Background: an optimization exercise with open tools, aiming at small area, a short achievable clock period and few clock cycles. Do not read the settings as production practice. The RTL was checked by simulation tests, not by an equivalence proof against the original design. Power is estimated from default activity; no workload was simulated.

### flow/flow/run.sh
#!/bin/bash
# The standard layout (the standard.sh: ORFS synthesis to final layout,
# unchanged), with the setup timing repair aimed below the design's clock
# period: repair_timing is asked for SETUP_SLACK_MARGIN ns of setup slack at
# the design's clock and constraints. The SDC is not changed.
set -o pipefail
export SETUP_SLACK_MARGIN=7.65
bash standard.sh > standard.log 2>&1
### flow/standard.sh
#!/bin/bash
# synth_recipe.tcl (not shown) runs the flow's synth.tcl, then flattens the netlist and writes it again
# the make line also repeats each setting of config.mk as NAME=value (left out here)
make -C /OpenROAD-flow-scripts/flow DESIGN_CONFIG=/design/flow/config.mk WORK_HOME=/design/flow/orfs CLKGATE_MAP_FILE= SYNTH_SCRIPT=/design/flow/synth_recipe.tcl "${@:-finish}"
### flow/config.mk
export PLATFORM = sky130hd
export DESIGN_NAME = video_entropy_coder
export DESIGN_NICKNAME = video_entropy_coder
export VERILOG_FILES = /design/flow/design.v
export SDC_FILE = /design/flow/constraint.sdc
export NUM_CORES = 4
export LEC_CHECK = 0
export CAP_MARGIN = 20
export CORE_MARGIN = 2
export CORE_UTILIZATION = 55
export CTS_CLUSTER_DIAMETER = 80
export CTS_CLUSTER_SIZE = 24
export PLACE_DENSITY = 0.7
export SLEW_MARGIN = 20
export TNS_END_PERCENT = 20
### flow/constraint.sdc
create_clock -name core_clock -period 11.0 [get_ports {clk}]
set_input_delay 2.2000 -clock core_clock [delete_from_list [all_inputs] [get_ports {clk}]]
set_output_delay 2.2000 -clock core_clock [all_outputs]
set_load 0.01 [all_outputs]
### flow/design.v
module video_entropy_coder (
    input  wire        clk,
    input  wire        rst,
    input  wire        cmd_valid,
    output wire        cmd_ready,
    input  wire [31:0] cmd,
    input  wire        coef_valid,
    output wire        coef_ready,
    input  wire [15:0] coef,
    output reg         tok_valid,
    output reg  [2:0]  tok_kind,
    output reg  [20:0] tok_val,
    output reg  [5:0]  tok_run,
    output reg  [3:0]  tok_len,
    output reg         tok_tab,
    output reg         diag_valid
);
    localparam [2:0] K_DC_LUMA   = 3'd0;
    localparam [2:0] K_DC_CHROMA = 3'd1;
    localparam [2:0] K_AC        = 3'd2;
    localparam [2:0] K_AC_FIRST  = 3'd3;
    localparam [2:0] K_MCODE     = 3'd4;
    localparam [2:0] K_BITS      = 3'd5;
    localparam [383:0] SCAN_ZIGZAG =
        384'hffedefdbdf35ba77e6b74efacec95e5cf59d92bcb9e31aa371538718d51b8a9c2885a4cc1442d2660611283089408040;
    localparam [383:0] SCAN_ALT =
        384'hff7be7fb6ba67d73c7796f75b65f34b24755386345714ef3ae3eb2aa26d33042c349a869c79e30a20651282241610200;
    localparam integer NSLOT = 45;
    localparam [383:0] CLS =
        384'h127b2650b08205d7e49612c216772818d1240ea6e36914257882604e6045656b0eae909f1cc49489d72755828f5cb840;
    localparam [383:0] CLS_ZIGZAG =
        384'h12704576c99f9c37aa72450b9686c86475898c684208b35a82c3156123934440a4426ad428f8a90651427572dc7e7840;
    localparam [383:0] FRONT_ZIGZAG =
        384'hffeeb9c709238e38e38e38955555555555545145145144ca28a28a28a2892492492492030c30c30c30c2082082082040;
    localparam [383:0] FRONT_ALT =
        384'hffbc6d85d38d34d34d34d34c30c30c30c30b2cb2cb2cb2ca28a28a28a2430c30c30c30c2082082082081041041041040;
    localparam [383:0] CLS_ALT =
        384'h1011439dd9ea7991d5216b1f71b9a4a2326c31848a80e52519a2e13514eb50f897a664042c208292504274b72115f9c0;
    localparam [4:0] S_IDLE = 5'd0;
    localparam [4:0] S_DC   = 5'd1;     
    localparam [4:0] S_DC1  = 5'd2;     
    localparam [4:0] S_DC2  = 5'd3;     
    localparam [4:0] S_DC3  = 5'd4;     
    localparam [4:0] S_DC4  = 5'd5;     
    localparam [4:0] S_WALK = 5'd6;
    localparam [4:0] S_EOB  = 5'd7;     
    localparam [4:0] S_EOB2 = 5'd21;    
    localparam [4:0] S_MA   = 5'd22;    
    localparam [4:0] S_MB   = 5'd23;    
    localparam [4:0] S_START = 5'd24;   
    localparam [4:0] S_M0   = 5'd8;     
    localparam [4:0] S_M1   = 5'd9;     
    localparam [4:0] S_M2   = 5'd10;    
    localparam [4:0] S_M3   = 5'd11;    
    localparam [4:0] S_M4   = 5'd12;    
    localparam [4:0] S_M5   = 5'd13;    
    localparam [4:0] S_M6   = 5'd14;    
    localparam [4:0] S_M7   = 5'd15;    
    localparam [4:0] S_M11  = 5'd19;    
    localparam [4:0] S_M12  = 5'd20;    
    integer i;
    genvar q, n;
    reg r1;                        
    always @(posedge clk)
        r1 <= rst;
    reg  [4:0] st;
    reg        c_rdy;
    wire [3:0] c_op  = cmd[31:28];
    wire [3:0] c_hi  = cmd[27:24];
    wire [19:0] c_lo = cmd[19:0];
    wire       fetch = (st == S_IDLE) & cmd_valid & c_rdy;
    wire       st_idle_nx;        
    assign cmd_ready = c_rdy;
    always @(posedge clk) begin
        if (rst)
            c_rdy <= 1'b0;
        else if (r1)
            c_rdy <= 1'b1;
        else
            c_rdy <= st_idle_nx;
    end
    reg [15:0] wb0, wb1;
    reg        wz0, wz1;           
    reg        wwp, wrp;           
    reg [1:0]  wcount;
    reg        cready;
    wire       wfire = coef_valid & cready;
    wire       wtake;
    wire       w0v = (wcount != 2'd0);
    wire [15:0] w0d = wrp ? wb1 : wb0;
    assign coef_ready = cready;
    always @(posedge clk) begin
        if (cready & ~wwp) begin
            wb0 <= coef;
            wz0 <= |coef;
        end
        if (cready & wwp) begin
            wb1 <= coef;
            wz1 <= |coef;
        end
        if (rst) begin
            wwp    <= 1'b0;
            wrp    <= 1'b0;
            wcount <= 2'd0;
            cready <= 1'b1;
        end else begin
            if (wfire) wwp <= ~wwp;
            if (wtake) wrp <= ~wrp;
            case ({wfire, wtake})
                2'b10:   wcount <= wcount + 2'd1;
                2'b01:   wcount <= wcount - 2'd1;
                default: ;
            endcase
            cready <= ~((wcount[1] | (wcount[0] & wfire)) & ~wtake);
        end
    end
    reg [15:0]  sv [0:NSLOT-1];    
    reg [NSLOT-1:0] occ;           
    reg [5:0]   cnt;               
    reg         lmode;             
    reg         afull;             
    reg [63:0]  a_pend;            
    reg [63:0]  s_pend;            
    reg         s_full;            
    reg         s_active;          
    reg         rel0;              
    reg         alt, ivlc, quiet;
    wire        wnz   = wrp ? wz1 : wz0;
    wire [7:0]  c_hi1 = 8'd1 << cnt[5:3];
    wire [7:0]  c_lo1 = 8'd1 << cnt[2:0];
    wire [7:0]  c_hit = ~({8{1'b1}} << cnt[5:3]);         
    wire [7:0]  c_lot = ~({8{1'b1}} << cnt[2:0]);
    wire [63:0] wsel, c_therm;
    generate
        for (q = 0; q < 64; q = q + 1) begin : g_dec
            assign wsel[q]    = c_hi1[q/8] & c_lo1[q%8];
            assign c_therm[q] = c_hit[q/8] | (c_hi1[q/8] & c_lot[q%8]);
        end
    endgenerate
    reg  [NSLOT-1:0] wcls;
    wire [NSLOT-1:0] wcls_nx;
    generate
        for (q = 0; q < NSLOT; q = q + 1) begin : g_wcls
            wire [63:0] mem;
            for (n = 0; n < 64; n = n + 1) begin : g_m
                assign mem[n] = (CLS[n*6 +: 6] == q) ? wsel[(n + 63) % 64] : 1'b0;
            end
            assign wcls_nx[q] = |mem;
        end
    endgenerate
    wire        hold0  = wcls[0] & ~lmode & s_active & ~rel0;
    wire        wstore = wnz | wcls[0];
    wire        wbusy  = hold0 | (wstore & |(wcls & occ));
    assign      wtake  = w0v & ~afull & ~wbusy & ~r1;
    wire        wlast  = cnt == 6'd63;
    wire        wgo    = w0v & wstore & ~afull & ~r1 & ~hold0;
    wire [NSLOT-1:0] sen = wcls & ~occ & {NSLOT{wgo}};
    wire        ls_w   = wtake & lmode;
    wire        la_w   = wtake & ~lmode;
    always @(posedge clk) begin
        for (i = 0; i < NSLOT; i = i + 1)
            if (sen[i])
                sv[i] <= w0d;
    end
    reg  [5:0]  front;
    wire [5:0]  front_0 = alt ? FRONT_ALT[cnt*6 +: 6]  : FRONT_ZIGZAG[cnt*6 +: 6];
    wire [7:0]  f_hi1 = 8'd1 << front[5:3];
    wire [7:0]  f_hit = ~({8{1'b1}} << front[5:3]);
    wire [7:0]  f_lot = ~({8{1'b1}} << front[2:0]);
    wire [63:0] s_arr;
    generate
        for (q = 0; q < 64; q = q + 1) begin : g_arr
            assign s_arr[q] = s_full | f_hit[q/8] | (f_hi1[q/8] & f_lot[q%8]);
        end
    endgenerate
    wire [447:0] pl;
    assign pl[63:0] = s_pend;
    genvar lv;
    generate
        for (lv = 0; lv < 6; lv = lv + 1) begin : g_pfx
            for (q = 0; q < 64; q = q + 1) begin : g_bit
                if ((q >> lv) & 1)
                    assign pl[(lv+1)*64 + q] = pl[lv*64 + q] | pl[lv*64 + ((q >> lv) << lv) - 1];
                else
                    assign pl[(lv+1)*64 + q] = pl[lv*64 + q];
            end
        end
    endgenerate
    wire [63:0] pinc   = pl[447:384];
    wire [63:0] pexc   = {pinc[62:0], 1'b0};
    wire [63:0] take_s = s_pend & ~pexc & s_arr;
    wire        any_v  = pinc[63];
    wire        tokgo  = |take_s;
    reg  [5:0]  f_s;
    always @(*) begin
        f_s = 6'd0;
        for (i = 0; i < 64; i = i + 1)
            if (take_s[i]) f_s = f_s | i[5:0];
    end
    reg         blk_cmd;           
    wire [63:0] valid_n  = {64{afull}} | c_therm;
    wire [63:0] a_val    = a_pend & valid_n;
    wire        s_wr  = w0v & ~afull & (lmode | blk_cmd);
    wire [63:0] u_pend = ({64{blk_cmd}} & a_val)   | (wsel & {64{s_wr & wnz}});
    wire [63:0] x_pend;
    generate
        for (q = 0; q < 64; q = q + 1) begin : g_start
            assign x_pend[q] = alt ? u_pend[SCAN_ALT[q*6 +: 6]] : u_pend[SCAN_ZIGZAG[q*6 +: 6]];
        end
    endgenerate
    wire        a_done = afull | (la_w & wlast);
    reg signed [15:0] pred0, pred1, pred2;
    reg               intra_c, v_c;
    reg               seen;        
    reg [1:0]         cc_c;
    reg [3:0]  m_r;
    reg [20:0] m_x, m_y;
    reg        m_c;                                       
    reg        m_hi, m_lo;
    reg        m_neg, m_nz, m_oor;
    wire [20:0] m_m4   = {21{1'b1}} << (m_r + 5'd4);      
    wire        m_s    = m_x[20];
    wire        m_big  = |(m_x & m_y);                    
    wire        m_sml  = |(~m_x & m_y);                   
    wire [20:0] m_dvp  = 21'd1 << (m_r + 5'd5);           
    wire [20:0] m_dvn  = {21{1'b1}} << (m_r + 5'd5);      
    wire [20:0] m_fm1  = ~({21{1'b1}} << m_r);            
    wire [11:0] m_lo_s = {1'b0, m_x[10:0]} + {1'b0, m_y[10:0]} + {11'd0, m_c};
    wire [9:0]  m_hi_s = m_x[20:11] + m_y[20:11] + {9'd0, m_c};
    reg signed [15:0] pred_sel;
    always @(*) begin
        case (cc_c)
            2'd0:    pred_sel = pred0;
            2'd1:    pred_sel = pred1;
            default: pred_sel = pred2;
        endcase
    end
    wire signed [15:0] blk0    = sv[0];
    reg        p1_v;                
    reg [5:0]  p1_f;
    reg        p2_v, p2_tab, p2_afirst;
    reg [5:0]  p2_run, p2_slot;
    reg [5:0]  lastf;
    wire [5:0] p1_slot = alt ? CLS_ALT[p1_f*6 +: 6] : CLS_ZIGZAG[p1_f*6 +: 6];
    wire [5:0] p1_base = seen ? lastf : {6{~intra_c}};
    wire [NSLOT-1:0] occ_clr;
    generate
        for (q = 0; q < NSLOT; q = q + 1) begin : g_oclr
            assign occ_clr[q] = (p2_v & (p2_slot == q)) | ((q == 0) & (st == S_DC4));
        end
    endgenerate
    always @(posedge clk) begin
        s_pend <= (s_pend & ~{64{blk_cmd}} & ~({64{st == S_WALK}} & take_s) & ~{63'd0, st == S_DC4})
                | x_pend;
        if (w0v & ~lmode & ~afull)
            a_pend[cnt] <= wnz;
        if (r1) begin
            occ      <= {NSLOT{1'b0}};
            cnt      <= 6'd0;
            front    <= 6'd0;
            wcls     <= {{(NSLOT-1){1'b0}}, 1'b1};
            lmode    <= 1'b0;
            afull    <= 1'b0;
            s_active <= 1'b0;
            rel0     <= 1'b0;
            st       <= S_IDLE;
            pred0    <= 16'sd0;
            pred1    <= 16'sd0;
            pred2    <= 16'sd0;
            alt      <= 1'b0;
            ivlc     <= 1'b0;
            quiet    <= 1'b0;
            p1_v     <= 1'b0;
            p2_v     <= 1'b0;
            blk_cmd  <= 1'b0;
        end else begin
            occ <= (occ & ~occ_clr) | (wcls & {NSLOT{wtake & wnz}});
            front <= front_0;
            if (wtake) begin
                cnt  <= cnt + 6'd1;
                wcls <= wcls_nx;
            end
            if (blk_cmd) begin
                s_full <= a_done;
                lmode  <= ~a_done;
                afull  <= 1'b0;
            end else begin
                if (la_w & wlast)
                    afull <= 1'b1;
                if (ls_w & wlast) begin
                    s_full <= 1'b1;
                    lmode  <= 1'b0;
                end
            end
            p1_v    <= 1'b0;
            p2_v    <= 1'b0;
            blk_cmd <= 1'b0;
            case (st)
                S_IDLE: begin
                    if (fetch) begin
                        case (c_op)
                            4'h1: begin
                                intra_c <= 1'b1;
                                cc_c    <= c_hi[3:2];
                                v_c     <= ivlc;
                                blk_cmd <= 1'b1;
                                st      <= S_START;
                            end
                            4'h2: begin
                                intra_c <= 1'b0;
                                v_c     <= 1'b0;
                                blk_cmd <= 1'b1;
                                st      <= S_START;
                            end
                            4'h3: begin
                                m_r <= c_hi - 4'd1;
                                m_x <= {c_lo[19], c_lo};
                                st  <= S_M0;
                            end
                            4'h4: begin
                                alt   <= c_lo[0];
                                ivlc  <= c_lo[1];
                                quiet <= c_lo[2];
                            end
                            4'h5: begin
                                case (c_hi[3:2])
                                    2'd0:    pred0 <= c_lo[15:0];
                                    2'd1:    pred1 <= c_lo[15:0];
                                    default: pred2 <= c_lo[15:0];
                                endcase
                            end
                            default: ;
                        endcase
                    end
                end
                S_START: begin
                    s_active <= 1'b1;
                    rel0     <= ~intra_c;
                    st       <= intra_c ? S_DC : S_WALK;
                end
                S_DC: begin
                    if (s_full | (cnt != 6'd0))
                        st <= S_DC1;
                end
                S_DC1: begin
                    m_x <= {{5{blk0[15]}}, blk0};
                    m_y <= ~{{5{pred_sel[15]}}, pred_sel};
                    m_c <= 1'b1;
                    st  <= S_DC2;
                end
                S_DC2: begin
                    {m_c, m_x[10:0]} <= m_lo_s;
                    st <= S_DC3;
                end
                S_DC3: begin
                    m_x[20:11] <= m_hi_s;
                    st <= S_DC4;
                end
                S_DC4: begin
                    case (cc_c)
                        2'd0:    pred0 <= blk0;
                        2'd1:    pred1 <= blk0;
                        default: pred2 <= blk0;
                    endcase
                    rel0 <= 1'b1;
                    st   <= S_WALK;
                end
                S_WALK: begin
                    if (tokgo) begin
                        p1_v <= 1'b1;
                    end else if (~any_v & s_full) begin
                        st <= S_EOB;
                    end
                end
                S_EOB: begin
                    st <= S_EOB2;
                end
                S_EOB2: begin
                    s_active <= 1'b0;
                    rel0     <= 1'b0;
                    st       <= S_IDLE;
                end
                S_M0: begin
                    m_y <= m_m4;
                    st  <= S_MA;
                end
                S_MA: begin
                    m_hi <= ~m_s & m_big;
                    m_lo <= m_s & m_sml;
                    st   <= S_M1;
                end
                S_M1: begin
                    m_y <= m_hi ? m_dvn : (m_lo ? m_dvp : 21'd0);
                    m_c <= 1'b0;
                    st  <= S_M2;
                end
                S_M2: begin
                    {m_c, m_x[10:0]} <= m_lo_s;
                    st <= S_M3;
                end
                S_M3: begin
                    m_x[20:11] <= m_hi_s;
                    st <= S_MB;
                end
                S_MB: begin
                    m_y <= m_m4;
                    st  <= S_M4;
                end
                S_M4: begin
                    m_x   <= m_s ? ~m_x : m_x;
                    m_y   <= m_s ? 21'd0 : m_fm1;
                    m_c   <= 1'b0;
                    m_neg <= m_s;
                    m_nz  <= |m_x;
                    m_oor <= m_s ? m_sml : m_big;
                    st    <= S_M5;
                end
                S_M5: begin
                    {m_c, m_x[10:0]} <= m_lo_s;
                    st <= S_M6;
                end
                S_M6: begin
                    m_x[20:11] <= m_hi_s;
                    st <= S_M7;
                end
                S_M7: begin
                    m_x   <= m_x >> m_r;
                    m_y   <= m_x & m_fm1;
                    st    <= S_M11;
                end
                S_M11: begin
                    st      <= (m_r != 4'd0 && m_nz) ? S_M12 : S_IDLE;
                end
                S_M12: begin
                    st      <= S_IDLE;
                end
                default: st <= S_IDLE;
            endcase
            if (p1_v) begin
                p2_v  <= 1'b1;
                lastf <= p1_f;
            end
            if (st == S_START)
                seen <= 1'b0;
            else if (p1_v)
                seen <= 1'b1;
        end
    end
    always @(posedge clk) begin
        p1_f      <= f_s;
        p2_afirst <= ~intra_c & ~seen;
        p2_tab    <= v_c;
        p2_run    <= p1_f + ~p1_base;
        p2_slot   <= p1_slot;
    end
    wire st_undef = (st == 5'd16) | (st == 5'd17) | (st == 5'd18) | (st >= 5'd25);
    assign st_idle_nx = ((st == S_IDLE) & ~(fetch & ((c_op == 4'h1) | (c_op == 4'h2) | (c_op == 4'h3))))
                      | (st == S_EOB2) | (st == S_M12) | st_undef
                      | ((st == S_M11) & ~((m_r != 4'd0) & m_nz));
    wire [15:0] level = sv[p2_slot];
    wire        d_dc  = (st == S_DC4);
    wire        d_eob = (st == S_EOB2);
    wire        d_mc  = (st == S_M11);
    wire        d_mb  = (st == S_M12);
    wire        d_v   = d_dc | d_eob | d_mc | d_mb;
    always @(posedge clk) begin
        if (rst) begin
            tok_valid  <= 1'b0;
            diag_valid <= 1'b0;
        end else begin
            tok_valid  <= (p2_v | d_v) & ~r1;
            diag_valid <= d_mc & m_oor & ~quiet & ~r1;
        end
        if (p2_v) begin
            tok_kind <= p2_afirst ? K_AC_FIRST : K_AC;
            tok_val  <= {{5{level[15]}}, level};
        end else begin
            tok_kind <= d_dc ? {2'b00, cc_c != 2'd0} : (d_mc ? K_MCODE : K_BITS);
            tok_val  <= d_eob ? (v_c ? 21'd6 : 21'd2) : (d_mb ? m_y : (m_x ^ {21{d_mc & m_neg}}));
        end
        tok_run  <= p2_run;
        tok_len  <= d_eob ? (v_c ? 4'd4 : 4'd2) : m_r;
        tok_tab  <= p2_tab;
    end
endmodule
==> out/metrics.yaml, run 1 <==
start_util_pct: 55.3
p_clk_share_pct: 23.7
syn_nets: 4810
drc_errors: 0
synth_area_um2: 53300
status: "finished clean"
drt_iter0_markers: 7525
worst_path_dominant_cell_family: "flip-flops"
die_w_um: 315
synth_top_family_by_area: "compound AO/OA/AOI/OAI gates"
rsz0062_at_grt: "yes"
port_buffers: 86
fin_crit_sh_pct: 31.5
period_minus_slack_ns: 3.47
core-area_um2: 96400
maxCapViolations: 0
hold_buffers: 0
fmax_mhz: 288
crit_arrival_ns: 1.27
yosys_warnings: 2
p_int_mw: 7.61
numClockSinks: 1175
synth-xor-area-share_pct: 0.986
syn_inst: 4661
critPathCaptureType: "primary output"
report.final.setup_viol: 0
power_frac_seq_pct: 51.0
rows: 114
synth_simple_gate_area_share_pct: 12.9
cts-root-buf: "clkbuf_16"
place.gp.congestion: 0.983
leakage_nw: 19.1
ys_seq_area_share_pct: 60.7
antenna_found_initial: 6
cts_tree: "done"
synth_area_per_cell_um2: 11.4
drt_wl_total_mm: 191
yosysUniqueCellTypes: 87
drtAntennaViolNets: 0
clkTransAtPathRegs_ns: 0.09
max-clock-path-buffers: 3
h-tree-depth: 3
synthFlopType: "edfxtp_1"
comb_power_share_pct: 25.3
power_switching_mw: 4.02
max_stage_delay_ns: 0.31
clock_skew_ns: 0.0442
finalPower_mw: 11.6
routed_via_density: 7.01
vias: 42100
p_sw_share_pct: 34.6
grt_use_total_pct: 37.7
grt_pass1_vias: 38600
tightest_slew_ns: 1.31
worst-setup-path-type: "reg -> out"
tns_ns: 0
path_buf_inv: 1
clk_latency_ns: 0.68
synthAdderAreaFrac_pct: 2.35
mostFrequentLayoutCells: "882 x edfxtp_1, 410 x a22oi_1, 396 x nand2_1, 395 x nor2_1, 304 x o21ai_0"
maxSlewViolCount: 0
power_density_nw_per_um2: 198
synth_edf_count: 882
die_h_um: 315
grt_start_max_net_pins: 104
multi_input_area_um2: 20100
regArea_um2: 32400
synth_compound_area_share_pct: 17.4
start_kind: "flop"
synthToLayoutAreaGrowth_pct: 10.1
nNetsFinal: 4823
dp_hpwl_mm: 120
ioPinCount: 91
cp_slowest_cell: "dfxtp_1"
final_common_cell: "edfxtp_1"
routedWlPerCell_um: 31.9
crit_path_max_fanout: 1
cts_buffers: 66
synth-seq-cells: 1175
ys_top_cells_by_area: "edfxtp_1 50%, dfxtp_1 11%, a22oi_1 5.8%"
required_ns: 8.80
yosysTopAreaCellShare_pct: 49.7
design.die.area_um2: 99400
vdd_drop_max_mv: 0.156
first_pass_iters: 9
drive_gt1_share_pct: 10.6
async_reset_ff_share_pct: 0
slew_headroom_pct: 11.9
hp-class: "reg -> reg"
globalRouteOverflowTotal: 0
crit_chain: "dlygate4sd2_1"
grt_first_pass_wirelength_mm: 271
hold_viol_final: 0
yosys.area.top_type: "edfxtp_1"
reg2reg_slack_ns: 7.54
synthMuxAreaShare_pct: 2.92
n_fill_cell: 7801
[synthesized netlist by cell type, drive strengths merged, types with 11 or more instances]
master	instances
nor4	42
nand3	105
nand2b	36
a221oi	14
buf	41
dfxtp	293
nor2b	30
nor3	84
edfxtp	882
or3	24
clkbuf	264
xnor2	50
o311ai	14
nor2	432
nand2	399
o21ai	307
o211ai	81
and3	17
a31oi	39
nand4	109
and2	14
a211oi	71
a32o	15
a22oi	410
ha	92
or4	24
mux2i	88
mux2	44
a2111oi	11
o21bai	16
o221ai	15
nor3b	49
a32oi	30
or2	16
a21oi	205
inv	79
o22ai	31
[what timing repair did]
item / 4_1_cts / 5_1_grt
resized for setup: 151 / 30
gates cloned: 3 / 3
setup endpoints to repair: 272 / 239
pin swaps: 3 / 1
buffers inserted: 8 / 6
[stage by stage]
step	cells	util [%]	hold slack, ns	instance area [um^2]	worst slack [ns]
6_report	5997	60.9	0.332	58700	7.53
2_1_floorplan	4661	-	0.310	53400	7.49
4_1_cts	5986	60.6	0.333	58500	7.45
3_5_place_dp	5861	58.3	0.312	56200	6.46
5_1_grt	5996	60.9	0.338	58700	7.41
3_3_place_gp	5860	58.2	0.311	56200	6.44
[registers in the layout, summed over array words and instances, names as in the netlist, 16 cells and up]
signal / flops
pred0: 16
wb0: 16
pred2: 16
m_y: 21
s_pend: 64
sv: 720
occ: 45
wb1: 16
pred1: 16
a_pend: 64
m_x: 21
wcls: 45
tok_val: 21
[power by group through the flow]
stage                     Clock [mW]  Combinational, mW  Sequential [mW]
after global routing            2.90               3.09             5.96
after global placement             0               2.76             5.99
after CTS                       2.76               2.82             5.91
final                           2.76               2.94             5.93
after detailed placement           0               2.79             6.01
after floorplan                    0               1.76             5.83
[logic make-up after synthesis]
| group | Yosys count |
|---|---|
| and+or+nand+nor | 1424 |
| AOI/OAI and AO/OA | 1379 |
| xor gates and xnor gates | 60 |
| DFF | 1175 |
| muxes | 140 |
| buffers and inverters | 386 |
| adders and majority gates | 97 |
[final timing paths]
path                   start         end  depth (start not counted)
setup / recovery  tok_len[1]  tok_len[1]                          1
hold / removal     p2_run[1]  tok_run[1]                          0
setup reg to reg       afull    sv[6][5]                          7
hold reg to reg    p2_run[1]  tok_run[1]                          0
[per-layer routing]
layer,GRT usage [%],routed length (um),share of wire [%],vias up
met5,0,13,0.0068,-
met4,18.5,10900,5.7,2
met3,8.62,25300,13,582
met2,57.4,85500,45,3129
met1,51.0,69400,36,20400
li1,-,-,-,18000
[area by class of cell]
| cell class | count | area share [%] |
|---|---|---|
| flip-flops and latches | 1175 | 55.2 |
| multi-input cells | 3103 | 34.3 |
| repair buffers | 247 | 3.69 |
| clock buffers | 89 | 3.03 |
| well taps | 1276 | 2.72 |
| inverters | 81 | 0.518 |
| clock inverters | 25 | 0.503 |
| diodes | 1 | 0.00426 |
Testbench counts, summed over its fixed seeds: cycles 99,164.
==> run 2: changes to the inputs <==
--- a/flow/flow/run.sh
+++ b/flow/flow/run.sh
@@ -4,5 +4,5 @@
 # period: repair_timing is asked for SETUP_SLACK_MARGIN ns of setup slack at
 # the design's clock and constraints. The SDC is not changed.
 set -o pipefail
-export SETUP_SLACK_MARGIN=7.65
+export SETUP_SLACK_MARGIN=7.7
 bash standard.sh > standard.log 2>&1
--- a/flow/config.mk
+++ b/flow/config.mk
@@ -12,4 +12,3 @@
 export CTS_CLUSTER_SIZE = 24
 export PLACE_DENSITY = 0.7
 export SLEW_MARGIN = 20
-export TNS_END_PERCENT = 20
==> out/metrics.yaml, run 2 <==
rr_worst_depth: 7  # unchanged
port_buffers: 86  # unchanged
synth_area_per_cell_um2: 11.4  # unchanged
synth-seq-cells: 1175  # unchanged
reg2reg_slack_ns: 7.67  # +0.13 ns
hold_viol_final: 0  # unchanged
routedWlPerCell_um: 32.0  # +0.57%
crit_chain: "buf_6"
ys_top_cells_by_area: "edfxtp_1 50%, dfxtp_1 11%, a22oi_1 5.8%"
dp_hpwl_mm: 122  # +0.98%
routed_via_density: 7.02  # +0.15%
r2r-end: "wcount[1]"
leakage_nw: 19.1  # +0.13%
status: "finished clean"
mostFrequentLayoutCells: "882 x edfxtp_1, 410 x a22oi_1, 395 x nand2_1, 378 x nor2_1, 301 x o21ai_0"
ys_seq_area_share_pct: 60.7  # unchanged
largest_reg_flops: 720  # unchanged
reg_top3: "sv: 720 flops, a_pend: 64 flops, s_pend: 64 flops"
drt_wl_total_mm: 192  # +0.62%
first_pass_iters: 7  # -2
antenna_found_initial: 5  # -1
cts_buffers: 66  # unchanged
place.gp.congestion: 0.980  # -0.34%
design.die.area_um2: 99400  # unchanged
h-tree-depth: 3  # unchanged
max-clock-path-buffers: 3  # unchanged
yosysUniqueCellTypes: 87  # unchanged
grt_first_pass_wirelength_mm: 272  # +0.20%
final_common_cell: "edfxtp_1"
worst-setup-path-type: "reg -> out"
slew_headroom_pct: 15.3  # +3.4 points
synth_edf_count: 882  # unchanged
synth_common_cells: "882 x edfxtp_1, 428 x nor2_1, 410 x a22oi_1"
drtAntennaViolNets: 0  # unchanged
finalPower_mw: 11.7  # +0.68%
fin_crit_sh_pct: 30.7  # -0.86 points
yosysMostFrequentCell: "edfxtp_1"
nNetsFinal: 4826  # +0.062%
yosys_warnings: 2  # unchanged
synth_area_um2: 53300  # unchanged
drt_iter0_markers: 7260  # -3.5%
clock_skew_ns: 0.0427  # -0.00147 ns
crit_path_max_fanout: 1  # unchanged
rows: 114  # unchanged
hold_depth: 0  # unchanged
drive_gt1_share_pct: 12.4  # +1.8 points
power_density_nw_per_um2: 199  # +0.36%
required_ns: 8.80  # about the same
worst_path_dominant_cell_family: "flip-flops"
regMostFlops: "sv"
rsz0062_at_grt: "yes"
yosysTopAreaCellShare_pct: 49.7  # unchanged
numClockSinks: 1175  # unchanged
grt_pass1_vias: 38500  # -0.24%
maxCapViolations: 0  # unchanged
vias: 42100  # +0.20%
cts_tree: "done"
period_minus_slack_ns: 3.37  # -0.0941 ns
tightest_slew_ns: 1.26  # -0.0510 ns
core-area_um2: 96400  # unchanged
drc_errors: 0  # unchanged
grt_use_total_pct: 37.9  # +0.21 points
final_cells: 6000  # +0.050%
die_h_um: 315  # unchanged
grt_start_max_net_pins: 99  # -4.8%
start_kind: "flop"
hold_end: "tok_run[4]"
cp_slowest_cell: "dfxtp_4"
ioPinCount: 91  # unchanged
crit_arrival_ns: 1.17  # -0.10 ns
clk_latency_ns: 0.70  # +0.02 ns
synthFlopType: "edfxtp_1"
start_util_pct: 55.3  # unchanged
die_w_um: 315  # unchanged
async_reset_ff_share_pct: 0  # unchanged
path_buf_inv: 1  # unchanged
min_from: "p2_run[4]"
report.final.setup_viol: 0  # unchanged
maxSlewViolCount: 0  # unchanged
hp-class: "reg -> reg"
syn_nets: 4810  # unchanged
critPathCaptureType: "primary output"
yosys.area.top_type: "edfxtp_1"
synthToLayoutAreaGrowth_pct: 10.5
syn_inst: 4661  # unchanged
final_util_pct: 61.1  # +0.19 points
placed_cells: 5863  # +0.034%
max_stage_delay_ns: 0.40  # +0.09 ns
hold_buffers: 0  # unchanged
globalRouteOverflowTotal: 0  # unchanged
tns_ns: 0  # unchanged
clkTransAtPathRegs_ns: 0.09  # about the same
cts-root-buf: "clkbuf_16"
fmax_mhz: 296  # +2.8%
r2r-start: "wrp"
vdd_drop_max_mv: 0.159  # +2.0%
==> run 2: cell counts after synthesis <==
Identical to the previous run, type by type.
==> run 2: what timing repair did <==
| action | in CTS | in global routing |
|---|---|---|
| buffers inserted | 15 | 1 |
| cloned | 4 | 2 |
| pin swaps | 6 | 6 |
| endpoints found under the setup margin | 258 | 180 |
| gates resized for setup | 238 | 46 |
==> run 2: logic make-up after synthesis <==
logic type               count (synthesis)  synth area share (%)
buffers and inverters                  386                  2.76
adder cells (fa/ha/maj)                 97                  2.35
multiplexers                           140                  2.92
XOR/XNOR                                60                 0.986
AO/OA/AOI/OAI                         1379                  17.4
AND/OR/NAND/NOR                       1424                  12.9
flip-flops                            1175                  60.7
==> run 2: worst max-delay path by stage <==
stage / to / slack [ns] / startpoint / cells after the start
after global routing: wcount[1] / 7.55 / occ[4] / 9
after detailed placement: m_x[9] / 6.30 / cmd[31] / 4
after floorplan: m_x[0] / 7.49 / cmd[30] / 3
final: tok_val[3] / 7.63 / tok_val[3] / 1
after CTS: wcount[1] / 7.56 / occ[4] / 9
after global placement: m_x[9] / 6.38 / cmd[31] / 4
==> run 2: final cells by class <==
type / instances / area, um^2
clock inverter: 23 / 299
multi-input combinational: 3103 / 20400
tap: 1276 / 1600
sequential: 1175 / 32400
fill: 7776 / 37500
timing repair buffer: 250 / 2120
antenna: 3 / 7.51
inverter: 81 / 308
clock buffer: 89 / 1780
==> run 2: stage by stage <==
step           worst slack [ns]  hold slack [ns]  area [um^2]
2_1_floorplan              7.49            0.310        53600
6_report                   7.63            0.331        58900
3_5_place_dp               6.30            0.312        56300
5_1_grt                    7.55            0.341        58900
3_3_place_gp               6.38            0.312        56300
4_1_cts                    7.56            0.334        58700
==> run 2: layer usage <==
metal	global-route usage (%)	share of wire (%)
met1	51.6	37
met2	57.7	44
met3	9.56	13
met4	16.5	5.3
met5	0	0.014
==> run 2: report_power, final <==
group          leakage (nW)  switching [mW]  internal (mW)  total, mW
logic                  7.77            2.22          0.829       3.05
registers              10.4           0.301           5.60       5.90
clock network          1.00            1.55           1.20       2.75
==> run 3: changes to the inputs <==
--- a/flow/config.mk
+++ b/flow/config.mk
@@ -8,7 +8,7 @@
 export CAP_MARGIN = 20
 export CORE_MARGIN = 2
 export CORE_UTILIZATION = 55
-export CTS_CLUSTER_DIAMETER = 80
-export CTS_CLUSTER_SIZE = 24
+export CTS_CLUSTER_DIAMETER = 70
+export CTS_CLUSTER_SIZE = 32
 export PLACE_DENSITY = 0.7
 export SLEW_MARGIN = 20
==> out/metrics.yaml, run 3 <==
leakage_nw: 19.3  # +0.81%
globalRouteOverflowTotal: 0  # unchanged
start_util_pct: 55.3  # unchanged
ys_top_cells_by_area: "edfxtp_1 50%, dfxtp_1 11%, a22oi_1 5.8%"
max-clock-path-buffers: 3  # unchanged
hold_viol_final: 0  # unchanged
crit_path_max_fanout: 32  # +31
rows: 114  # unchanged
tns_ns: 0  # unchanged
synth_area_um2: 53300  # unchanged
drt_iter0_markers: 7223  # -0.51%
worst-setup-path-type: "reg -> reg"
start_kind: "flop"
routed_via_density: 7.03  # about the same
yosys_warnings: 2  # unchanged
tightest_slew_ns: 1.29  # +0.0333 ns
cts_buffers: 66  # unchanged
setup_slack_ns: 7.58  # -0.0410 ns
dp_hpwl_mm: 122  # unchanged
power_density_nw_per_um2: 201  # +1.1%
maxCapViolations: 0  # unchanged
async_reset_ff_share_pct: 0  # unchanged
reg2reg_slack_ns: 7.58  # -0.09 ns
core-area_um2: 96400  # unchanged
ys_seq_area_share_pct: 60.7  # unchanged
grt_pass1_vias: 38500  # -0.12%
place.gp.congestion: 0.980  # unchanged
synthMuxAreaShare_pct: 2.92  # unchanged
cts-root-buf: "clkbuf_16"
reg_top3: "sv: 720 flops, a_pend: 64 flops, s_pend: 64 flops"
slew_headroom_pct: 13.1  # -2.2 points
regMostFlops: "sv"
synth_top_family_by_area: "compound AO/OA/AOI/OAI gates"
yosysUniqueCellTypes: 87  # unchanged
synthFlopType: "edfxtp_1"
status: "finished clean"
hp-class: "reg -> reg"
synth-seq-cells: 1175  # unchanged
final_common_cell: "edfxtp_1"
synth-xor-area-share_pct: 0.986  # unchanged
critPathCaptureType: "flop"
required_ns: 11.47  # +2.67 ns
routedWlPerCell_um: 32.0  # -0.19%
numClockSinks: 1175  # unchanged
syn_inst: 4661  # unchanged
ioPinCount: 91  # unchanged
yosysMostFrequentCell: "edfxtp_1"
report.final.setup_viol: 0  # unchanged
largest_reg_flops: 720  # unchanged
yosys.area.top_type: "edfxtp_1"
synth_area_per_cell_um2: 11.4  # unchanged
cts_tree: "done"
first_pass_iters: 8  # +1
synth_simple_gate_area_share_pct: 12.9  # unchanged
synthToLayoutAreaGrowth_pct: 11.0
port_buffers: 86  # unchanged
maxSlewViolCount: 0  # unchanged
vias: 42200  # +0.21%
die_h_um: 315  # unchanged
period_minus_slack_ns: 3.42  # +0.0410 ns
fmax_mhz: 293  # -1.2%
fin_crit_sh_pct: 31.0  # +0.37 points
synth_common_cells: "882 x edfxtp_1, 428 x nor2_1, 410 x a22oi_1"
drt_wl_total_mm: 192  # about the same
clkTransAtPathRegs_ns: 0.09  # about the same
rsz0062_at_grt: "yes"
design.die.area_um2: 99400  # unchanged
drive_gt1_share_pct: 12.8  # +0.44 points
grt_first_pass_wirelength_mm: 271  # -0.12%
clk_latency_ns: 0.72  # +0.02 ns
clock_skew_ns: 0.0543  # +0.0116 ns
finalPower_mw: 11.9  # +1.6%
synth_edf_count: 882  # unchanged
synth_compound_area_share_pct: 17.4  # unchanged
hold-worst-slack_ns: 0.331  # -0.00000100 ns
die_w_um: 315  # unchanged
drc_errors: 0  # unchanged
synthAdderAreaFrac_pct: 2.35  # unchanged
grt_use_total_pct: 37.9  # about the same
antenna_found_initial: 3  # -2
mostFrequentLayoutCells: "882 x edfxtp_1, 410 x a22oi_1, 396 x nand2_1, 377 x nor2_1, 301 x o21ai_0"
syn_nets: 4810  # unchanged
drtAntennaViolNets: 0  # unchanged
final_util_pct: 61.4  # +0.29 points
grt_start_max_net_pins: 99  # unchanged
h-tree-depth: 3  # unchanged
yosysTopAreaCellShare_pct: 49.7  # unchanged
crit_arrival_ns: 3.89  # +2.72 ns
vdd_drop_max_mv: 0.229  # +44%
nNetsFinal: 4831  # +0.10%
preCtsSetupSlack_ns: 6.30  # unchanged
-- run 3: cell counts after synthesis --
No cell type changed its count.
-- run 3: metal layers --
metal	vias up	share of wire [%]	GRT usage (%)
li1	18000	-	-
met1	20600	37	51.4
met2	3063	44	57.4
met3	556	13	9.96
met4	2	5.2	17.1
met5	-	0.0068	0
-- run 3: repair_timing --
item	4_1_cts	5_1_grt
hold buffers	0	0
hold endpoints to repair	0	0
buffers inserted	14	7
pin swaps	6	7
setup endpoints to repair	247	168
resized for setup	236	45
gates cloned	4	2
-- run 3: logic make-up (layout without fill, tap and decap cells) --
| kind of cell | count (synthesis) | in the layout |
|---|---|---|
| other | 0 | 2 |
| XOR/XNOR | 60 | 60 |
| multiplexers | 140 | 140 |
| AND/OR/NAND/NOR | 1424 | 1424 |
| adder cells (fa/ha/maj) | 97 | 97 |
| buffers and inverters | 386 | 452 |
| flip-flops | 1175 | 1175 |
| AO/OA/AOI/OAI | 1379 | 1382 |
-- run 3: area by class of cell --
class / count / area (um^2)
clock buffers: 73 / 1740
diodes: 2 / 5.00
clock inverters: 43 / 608
fillers: 7747 / 37300
repair buffers: 255 / 2140
multi-input cells: 3103 / 20400
inverters: 81 / 308
well taps: 1276 / 1600
flip-flops and latches: 1175 / 32400
-- run 3: worst paths after layout --
path / from / endpoint / cells past startpoint
worst max-delay path: p2_slot[1] / tok_val[0] / 8
worst min-delay path: p2_run[1] / tok_run[1] / 0
worst max register to register: p2_slot[1] / tok_val[0] / 8
worst min register to register: p2_run[1] / tok_run[1] / 0
-- run 3: metrics by stage --
step	area (um^2)	instances
2_1_floorplan	53600	4661
3_3_place_gp	56300	5863
3_5_place_dp	56300	5863
4_1_cts	59000	5997
5_1_grt	59200	6006
6_report	59200	6008
-- run 3: where the power goes --
| group | switching, mW | internal [mW] | leakage [nW] |
|---|---|---|---|
| clock | 1.66 | 1.28 | 1.14 |
| sequential | 0.300 | 5.61 | 10.4 |
| combinational | 2.21 | 0.836 | 7.79 |
-- run 3: worst max-delay path: stages (launching register included) --
cell and delay (ns):
dfxtp_1 0.36, or2_2 0.48, a31o_2 0.33, a21oi_4 0.14
clkbuf_8 0.35, nand3_1 0.12, or4_1 0.67, nor3_1 0.44
o22ai_1 0.30
==> run 4: changes to the inputs <==
--- a/flow/config.mk
+++ b/flow/config.mk
@@ -7,8 +7,8 @@
 export LEC_CHECK = 0
 export CAP_MARGIN = 20
 export CORE_MARGIN = 2
-export CORE_UTILIZATION = 55
-export CTS_CLUSTER_DIAMETER = 70
-export CTS_CLUSTER_SIZE = 32
-export PLACE_DENSITY = 0.7
+export CORE_UTILIZATION = 60
+export CTS_CLUSTER_DIAMETER = 80
+export CTS_CLUSTER_SIZE = 24
+export PLACE_DENSITY = 0.75
 export SLEW_MARGIN = 20
==> out/metrics.yaml, run 4 <==
design.die.area_um2: 91200  # -8.2%
drive_gt1_share_pct: 12.5  # -0.36 points
preCtsSetupSlack_ns: 6.34  # +0.0306 ns
rows: 109  # -4.4%
yosysMostFrequentCell: "edfxtp_1"
yosys.area.top_type: "edfxtp_1"
synthFlopType: "edfxtp_1"
first_pass_iters: 7  # -1
synth_edf_count: 882  # unchanged
worst-setup-path-type: "reg -> reg"
power_density_nw_per_um2: 201  # -0.18%
clock_skew_ns: 0.0506  # -0.00366 ns
yosysUniqueCellTypes: 87  # unchanged
start_kind: "flop"
reg_top3: "sv: 720 flops, a_pend: 64 flops, s_pend: 64 flops"
period_minus_slack_ns: 3.39  # -0.0242 ns
num_antenna_cells: 0  # -2
mostFrequentLayoutCells: "882 x edfxtp_1, 410 x a22oi_1, 396 x nand2_1, 383 x nor2_1, 300 x o21ai_0"
fin_crit_sh_pct: 30.8  # -0.22 points
synth_area_per_cell_um2: 11.4  # unchanged
final_common_cell: "edfxtp_1"
fmax_mhz: 295  # +0.71%
port_buffers: 86  # unchanged
critPathCaptureType: "flop"
crit_arrival_ns: 3.98  # +0.09 ns
yosys_warnings: 2  # unchanged
die_w_um: 302  # -4.2%
rsz0062_at_grt: "yes"
n_fill_cell: 6544  # -16%
drt_iter0_markers: 7863  # +8.9%
max-clock-path-buffers: 3  # unchanged
synthToLayoutAreaGrowth_pct: 10.4
vias: 42800  # +1.4%
drt_wl_total_mm: 191  # -0.70%
finalPower_mw: 11.8  # -0.75%
maxCapViolations: 0  # unchanged
largest_reg_flops: 720  # unchanged
nNetsFinal: 4836  # +0.10%
regMostFlops: "sv"
regArea_um2: 32400  # about the same
antenna_found_initial: 5  # +2
cts_buffers: 66  # unchanged
grt_pass1_vias: 39200  # +1.9%
synth_common_cells: "882 x edfxtp_1, 428 x nor2_1, 410 x a22oi_1"
routedWlPerCell_um: 32.4  # +1.3%
crit_path_max_fanout: 23  # -28%
h-tree-depth: 3  # unchanged
yosysTopAreaCellShare_pct: 49.7  # unchanged
start_util_pct: 60.4  # +5.1 points
tightest_slew_ns: 1.23  # -0.0656 ns
maxSlewViolCount: 0  # unchanged
globalRouteOverflowTotal: 0  # unchanged
synth_area_um2: 53300  # unchanged
hold_viol_final: 0  # unchanged
ys_top_cells_by_area: "edfxtp_1 50%, dfxtp_1 11%, a22oi_1 5.8%"
vdd_drop_max_mv: 0.202  # -12%
clk_latency_ns: 0.69  # -0.03 ns
routed_via_density: 7.27  # +3.5%
ioPinCount: 91  # unchanged
cts_tree: "done"
syn_inst: 4661  # unchanged
grt_use_total_pct: 41.2  # +3.3 points
die_h_um: 302  # -4.2%
hp-class: "reg -> reg"
syn_nets: 4810  # unchanged
tns_ns: 0  # unchanged
clkTransAtPathRegs_ns: 0.09  # about the same
place.gp.congestion: 1.02  # +4.1%
hold-worst-slack_ns: 0.332  # +0.000579 ns
async_reset_ff_share_pct: 0  # unchanged
numClockSinks: 1175  # unchanged
required_ns: 11.59  # +0.12 ns
core-area_um2: 88200  # -8.5%
grt_start_max_net_pins: 100  # +1.0%
dp_hpwl_mm: 120  # -1.2%
synth-seq-cells: 1175  # unchanged
report.final.setup_viol: 0  # unchanged
leakage_nw: 19.2  # -0.28%
grt_first_pass_wirelength_mm: 271  # -0.14%
slew_headroom_pct: 16.0  # +3.0 points
cts-root-buf: "clkbuf_16"
status: "finished clean"
drc_errors: 0  # unchanged
ys_seq_area_share_pct: 60.7  # unchanged
multi_input_area_um2: 20400  # about the same
drtAntennaViolNets: 0  # unchanged
setup_slack_ns: 7.61  # +0.0242 ns
run 4: cell types whose count changed in the layout (fill, tap and decap cells not counted), sizes merged, moves of 2 or more:
cell / previous run / this run
diode: 2 / 0
dlymetal6s2s: 0 / 2
buf: 206 / 213
dlygate4sd2: 3 / 1
clkinv: 19 / 10
inv: 103 / 92
clkbuf: 77 / 85
run 4: layer usage:
metal  track usage [%]  share of wire [%]  vias up  wire [um]
li1                  -                  -    18000          -
met1              55.2                 36    20600      67800
met2              61.9                 44     3541      83600
met3              10.0                 14      708      26800
met4              22.9                6.6        6      12700
met5                 0              0.024        -         46
run 4: power by group:
part           switching [mW]  internal (mW)
clock                    1.54           1.22
combinational            2.26          0.861
sequential              0.318           5.61
run 4: worst paths after layout:
path,slack [ns],from,depth (start not counted),to
hold / removal,0.33,p2_run[4],0,tok_run[4]
hold reg to reg,0.33,p2_run[4],0,tok_run[4]
setup reg to reg,7.61,afull,8,s_pend[53]
setup / recovery,7.61,afull,8,s_pend[53]
run 4: critical path, stage by stage, from the launching register on:
cell	delay, ns
dfxtp_1	0.31
buf_4	0.23
o21bai_1	0.42
nor2_1	0.67
and2_0	0.43
nand2_1	0.24
o22ai_1	0.78
nand2_1	0.13
nand3_1	0.11
run 4: kinds of logic (layout without fill, tap and decap cells):
| logic type | Yosys count | count (layout) | share of synthesized area [%] |
|---|---|---|---|
| DFF | 1175 | 1175 | 60.7 |
| muxes | 140 | 140 | 2.92 |
| and+or+nand+nor | 1424 | 1424 | 12.9 |
| buffers and inverters | 386 | 446 | 2.76 |
| xor gates and xnor gates | 60 | 60 | 0.986 |
| adders and majority gates | 97 | 97 | 2.35 |
| AOI/OAI and AO/OA | 1379 | 1382 | 17.4 |
run 4: what timing repair did:
| item | in CTS | in global routing |
|---|---|---|
| buffers inserted | 13 | 15 |
| pin swaps | 7 | 9 |
| gates cloned | 5 | 1 |
| gates resized for setup | 240 | 56 |
| endpoints found under the hold margin | 0 | 0 |
| endpoints found under the setup margin | 221 | 162 |
| hold buffers | 0 | 0 |
run 4: area by class of cell:
| cell class | count | area share [%] |
|---|---|---|
| flip-flops and latches | 1175 | 55.1 |
| multi-input cells | 3103 | 34.7 |
| repair buffers | 260 | 3.71 |
| clock buffers | 82 | 2.96 |
| well taps | 1165 | 2.48 |
| clock inverters | 23 | 0.589 |
| inverters | 81 | 0.517 |
run 4: through the flow:
step                      std cells  util, %  area [um^2]
final                          5889     66.7        58800
after global routing           5889     66.7        58800
after CTS                      5873     66.3        58500
after detailed placement       5750     63.6        56200
after floorplan                4661        -        53600
after global placement         5750     63.6        56100
==> run 5: changes to the inputs <==
--- a/flow/design.v
+++ b/flow/design.v
@@ -81,6 +81,7 @@
     end
     reg [15:0] wb0, wb1;
     reg        wz0, wz1;           
+    reg        hz;                 
     reg        wwp, wrp;           
     reg [1:0]  wcount;
     reg        cready;
@@ -106,6 +107,10 @@
         end else begin
             if (wfire) wwp <= ~wwp;
             if (wtake) wrp <= ~wrp;
+            if ((wcount == 2'd0) | ((wcount == 2'd1) & wtake))
+                hz <= |coef;
+            else if (wtake)
+                hz <= wrp ? wz0 : wz1;
             case ({wfire, wtake})
                 2'b10:   wcount <= wcount + 2'd1;
                 2'b01:   wcount <= wcount - 2'd1;
@@ -125,7 +130,7 @@
     reg         s_active;          
     reg         rel0;              
     reg         alt, ivlc, quiet;
-    wire        wnz   = wrp ? wz1 : wz0;
+    wire        wnz   = hz;
     wire [7:0]  c_hi1 = 8'd1 << cnt[5:3];
     wire [7:0]  c_lo1 = 8'd1 << cnt[2:0];
     wire [7:0]  c_hit = ~({8{1'b1}} << cnt[5:3]);         
--- a/flow/config.mk
+++ b/flow/config.mk
@@ -7,8 +7,8 @@
 export LEC_CHECK = 0
 export CAP_MARGIN = 20
 export CORE_MARGIN = 2
-export CORE_UTILIZATION = 60
+export CORE_UTILIZATION = 55
 export CTS_CLUSTER_DIAMETER = 80
 export CTS_CLUSTER_SIZE = 24
-export PLACE_DENSITY = 0.75
+export PLACE_DENSITY = 0.7
 export SLEW_MARGIN = 20
==> out/metrics.yaml, run 5 <==
status: "finished clean"
final_cell_area_um2: 58900  # +0.18%
regMostFlops: "sv"
drt_iter0_markers: 6737  # -14%
tns_ns: 0  # unchanged
yosys.area.top_type: "edfxtp_1"
rows: 114  # +4.6%
yosys_warnings: 2  # unchanged
hold_buffers: 0  # unchanged
max-clock-path-buffers: 3  # unchanged
largest_reg_flops: 720  # unchanged
worst-setup-path-type: "reg -> out"
port_buffers: 86  # unchanged
tightest_slew_ns: 1.19  # -0.0392 ns
cp_slowest_cell: "dfxtp_4"
drc_errors: 0  # unchanged
ys_top_cells_by_area: "edfxtp_1 50%, dfxtp_1 11%, a22oi_1 5.6%"
fin_crit_sh_pct: 31.4  # +0.53 points
crit_chain: "buf_6"
maxCapViolations: 0  # unchanged
dpl_cell_area_um2: 56600  # +0.73%
synth-seq-cells: 1176  # +0.085%
place.gp.congestion: 0.995  # -2.5%
core-area_um2: 96600  # +9.4%
final_common_cell: "edfxtp_1"
numClockSinks: 1176  # +0.085%
drive_gt1_share_pct: 11.7  # -0.82 points
p_int_mw: 7.84  # +2.0%
ys_seq_area_share_pct: 60.5  # -0.19 points
synth_edf_count: 883  # +0.11%
n_fill_cell: 7619  # +16%
clkTransAtPathRegs_ns: 0.10  # about the same
vias: 42400  # -0.98%
synthToLayoutAreaGrowth_pct: 10.1
crit_arrival_ns: 1.25  # -2.73 ns
p_sw_share_pct: 36.4  # +1.6 points
async_reset_ff_share_pct: 0  # unchanged
routedWlPerCell_um: 31.7  # -2.1%
yosysMostFrequentCell: "edfxtp_1"
comb_power_share_pct: 29.4  # +3.0 points
maxSlewViolCount: 0  # unchanged
reg_top3: "sv: 720 flops, a_pend: 64 flops, s_pend: 64 flops"
syn_nets: 4866  # +1.2%
cts_tree: "done"
hold_viol_final: 0  # unchanged
grt_start_max_net_pins: 92  # -8.0%
drt_wl_total_mm: 192  # +0.69%
synthFlopType: "edfxtp_1"
grt_use_total_pct: 37.7  # -3.4 points
required_ns: 8.80  # -2.79 ns
yosysUniqueCellTypes: 88  # +1.1%
clk_latency_ns: 0.76  # +0.07 ns
first_pass_iters: 7  # unchanged
ioPinCount: 91  # unchanged
antenna_found_initial: 4  # -1
report.final.setup_viol: 0  # unchanged
max_stage_delay_ns: 0.38  # -0.40 ns
syn_inst: 4712  # +1.1%
globalRouteOverflowTotal: 0  # unchanged
grt_first_pass_wirelength_mm: 273  # +0.70%
p_clk_share_pct: 21.3  # -2.1 points
synth_area_um2: 53500  # +0.41%
mostFrequentLayoutCells: "883 x edfxtp_1, 425 x nand2_1, 397 x a22oi_1, 341 x nor2_1, 330 x o21ai_0"
h-tree-depth: 2  # -1
hp-class: "reg -> reg"
vdd_drop_max_mv: 0.216  # +7.2%
fmax_mhz: 290  # -1.7%
dp_hpwl_mm: 123  # +2.1%
period_minus_slack_ns: 3.45  # +0.0581 ns
finalPower_mw: 12.3  # +4.5%
hold-worst-slack_ns: 0.331  # -0.000884 ns
design.die.area_um2: 99800  # +9.4%
power_density_nw_per_um2: 209  # +4.3%
path_buf_inv: 1  # unchanged
yosysTopAreaCellShare_pct: 49.5  # -0.15 points
rsz0062_at_grt: "yes"
power_switching_mw: 4.49  # +9.1%
start_kind: "flop"
slew_headroom_pct: 20.1  # +4.1 points
power_frac_seq_pct: 49.3  # -0.9 points
drtAntennaViolNets: 0  # unchanged
worst_path_dominant_cell_family: "flip-flops"
die_w_um: 316  # +4.6%
die_h_um: 316  # +4.6%
cts-root-buf: "clkbuf_16"
start_util_pct: 55.4  # -5.0 points
final_util_pct: 61.0  # -5.6 points
grt_pass1_vias: 38600  # -1.5%
critPathCaptureType: "primary output"
routed_via_density: 7.00  # -3.8%
synth_common_cells: "883 x edfxtp_1, 427 x nand2_1, 397 x a22oi_1"
nNetsFinal: 4882  # +0.95%
synth_area_per_cell_um2: 11.4  # -0.68%
clock_skew_ns: 0.0481  # -0.00249 ns
leakage_nw: 19.1  # -0.59%
crit_path_max_fanout: 1  # -96%
cts_buffers: 61  # -7.6%
[run 5: cell count changes after synthesis, moves of 14 or more]
cell	delta
nand2_1	+28
o21ai_0	+26
nor2_1	-57
a21oi_1	+29
clkbuf_1	+14
mux2i_1	-29
nand3_1	+29
nor4_1	+16
a221oi_1	+14
a211oi_1	-17
[run 5: layer usage]
layer | part of all wire (%) | global-route usage (%)
met5 | 0.018 | 0
met4 | 5.9 | 19.2
met3 | 12 | 8.22
met2 | 45 | 57.8
met1 | 38 | 50.9
[run 5: worst paths after layout]
| path | start | depth (start not counted) | to | slack (ns) |
|---|---|---|---|---|
| min reg2reg | p2_run[0] | 0 | tok_run[0] | 0.33 |
| max reg2reg | p2_slot[2] | 9 | tok_val[3] | 7.75 |
| min | p2_run[0] | 0 | tok_run[0] | 0.33 |
| max | tok_val[3] | 1 | tok_val[3] | 7.55 |
[run 5: power by group through the flow]
stage	combinational (mW)	sequential (mW)	clock, mW
after floorplan	2.05	5.96	0
after global placement	3.35	6.12	0
after detailed placement	3.40	6.14	0
after CTS	3.48	6.05	2.64
after global routing	3.82	6.11	2.77
final	3.63	6.07	2.63
[run 5: cell type report]
class / count / area [um^2] / share of cell area [%]
Clock buffer: 95 / 1680 / 2.84
Clock inverter: 21 / 275 / 0.467
Antenna cell: 2 / 5.00 / 0.00849
Timing Repair Buffer: 263 / 2220 / 3.77
Multi-Input combinational cell: 3144 / 20400 / 34.6
Sequential cell: 1176 / 32400 / 55.1
Inverter: 82 / 309 / 0.524
Tap cell: 1276 / 1600 / 2.71
[run 5: logic make-up after synthesis]
logic type | count (synthesis) | synth area share (%)
AO/OA/AOI/OAI | 1414 | 17.6
XOR/XNOR | 58 | 0.949
adder cells (fa/ha/maj) | 102 | 2.45
buffers and inverters | 392 | 2.77
flip-flops | 1176 | 60.5
multiplexers | 109 | 2.41
AND/OR/NAND/NOR | 1461 | 13.3
[run 5: through the flow]
| step | setup WS (ns) | std cells |
|---|---|---|
| 3_3_place_gp | 6.58 | 5923 |
| 5_1_grt | 7.54 | 6057 |
| 3_5_place_dp | 6.58 | 5924 |
| 2_1_floorplan | 7.52 | 4712 |
| 4_1_cts | 7.53 | 6057 |
| 6_report | 7.55 | 6059 |
[run 5: repair_timing]
item | in CTS | in global routing
gates resized for setup | 229 | 38
setup buffers | 16 | 0
pin swaps | 5 | 1
gates cloned | 1 | 0
setup endpoints to repair | 165 | 113
Testbench counts of run 5, summed over its fixed seeds: cycles 99,164.

afterwards: timing with drivers on the ports:
How much do the figures lean on ideal ports? The routed layouts below were timed once more, with nothing changed but the port constraints. Step 1: set_driving_cell puts a clkbuf_16 on clk and a buf_2 on each other input, an assumption about the parent block. Step 2 also shifts input and output timing later by t, the mid clock arrival at the registers, as if the neighbouring blocks saw the same clock. a / b / c = no drivers / after step 1 / after step 2; a / b = the first two.
run	shift t [ns]	setup WS [ns]	worst hold slack (ns)
run 1	0.738	7.532 / 7.458 / 7.035	0.332 / 0.332 / 0.332
run 2	0.752	7.626 / 7.550 / 7.030	0.331 / 0.331 / 0.331
run 3	0.768	7.585 / 7.529 / 7.018	0.331 / 0.331 / 0.331
run 4	0.736	7.609 / 7.543 / 7.101	0.332 / 0.332 / 0.332
run 5	0.802	7.551 / 7.478 / 6.995	0.331 / 0.331 / 0.331
After both steps setup and hold are still met in every run listed. The setup slack of run 2, which loses most, moves by -0.076 ns with the drivers and by -0.596 ns with both steps.
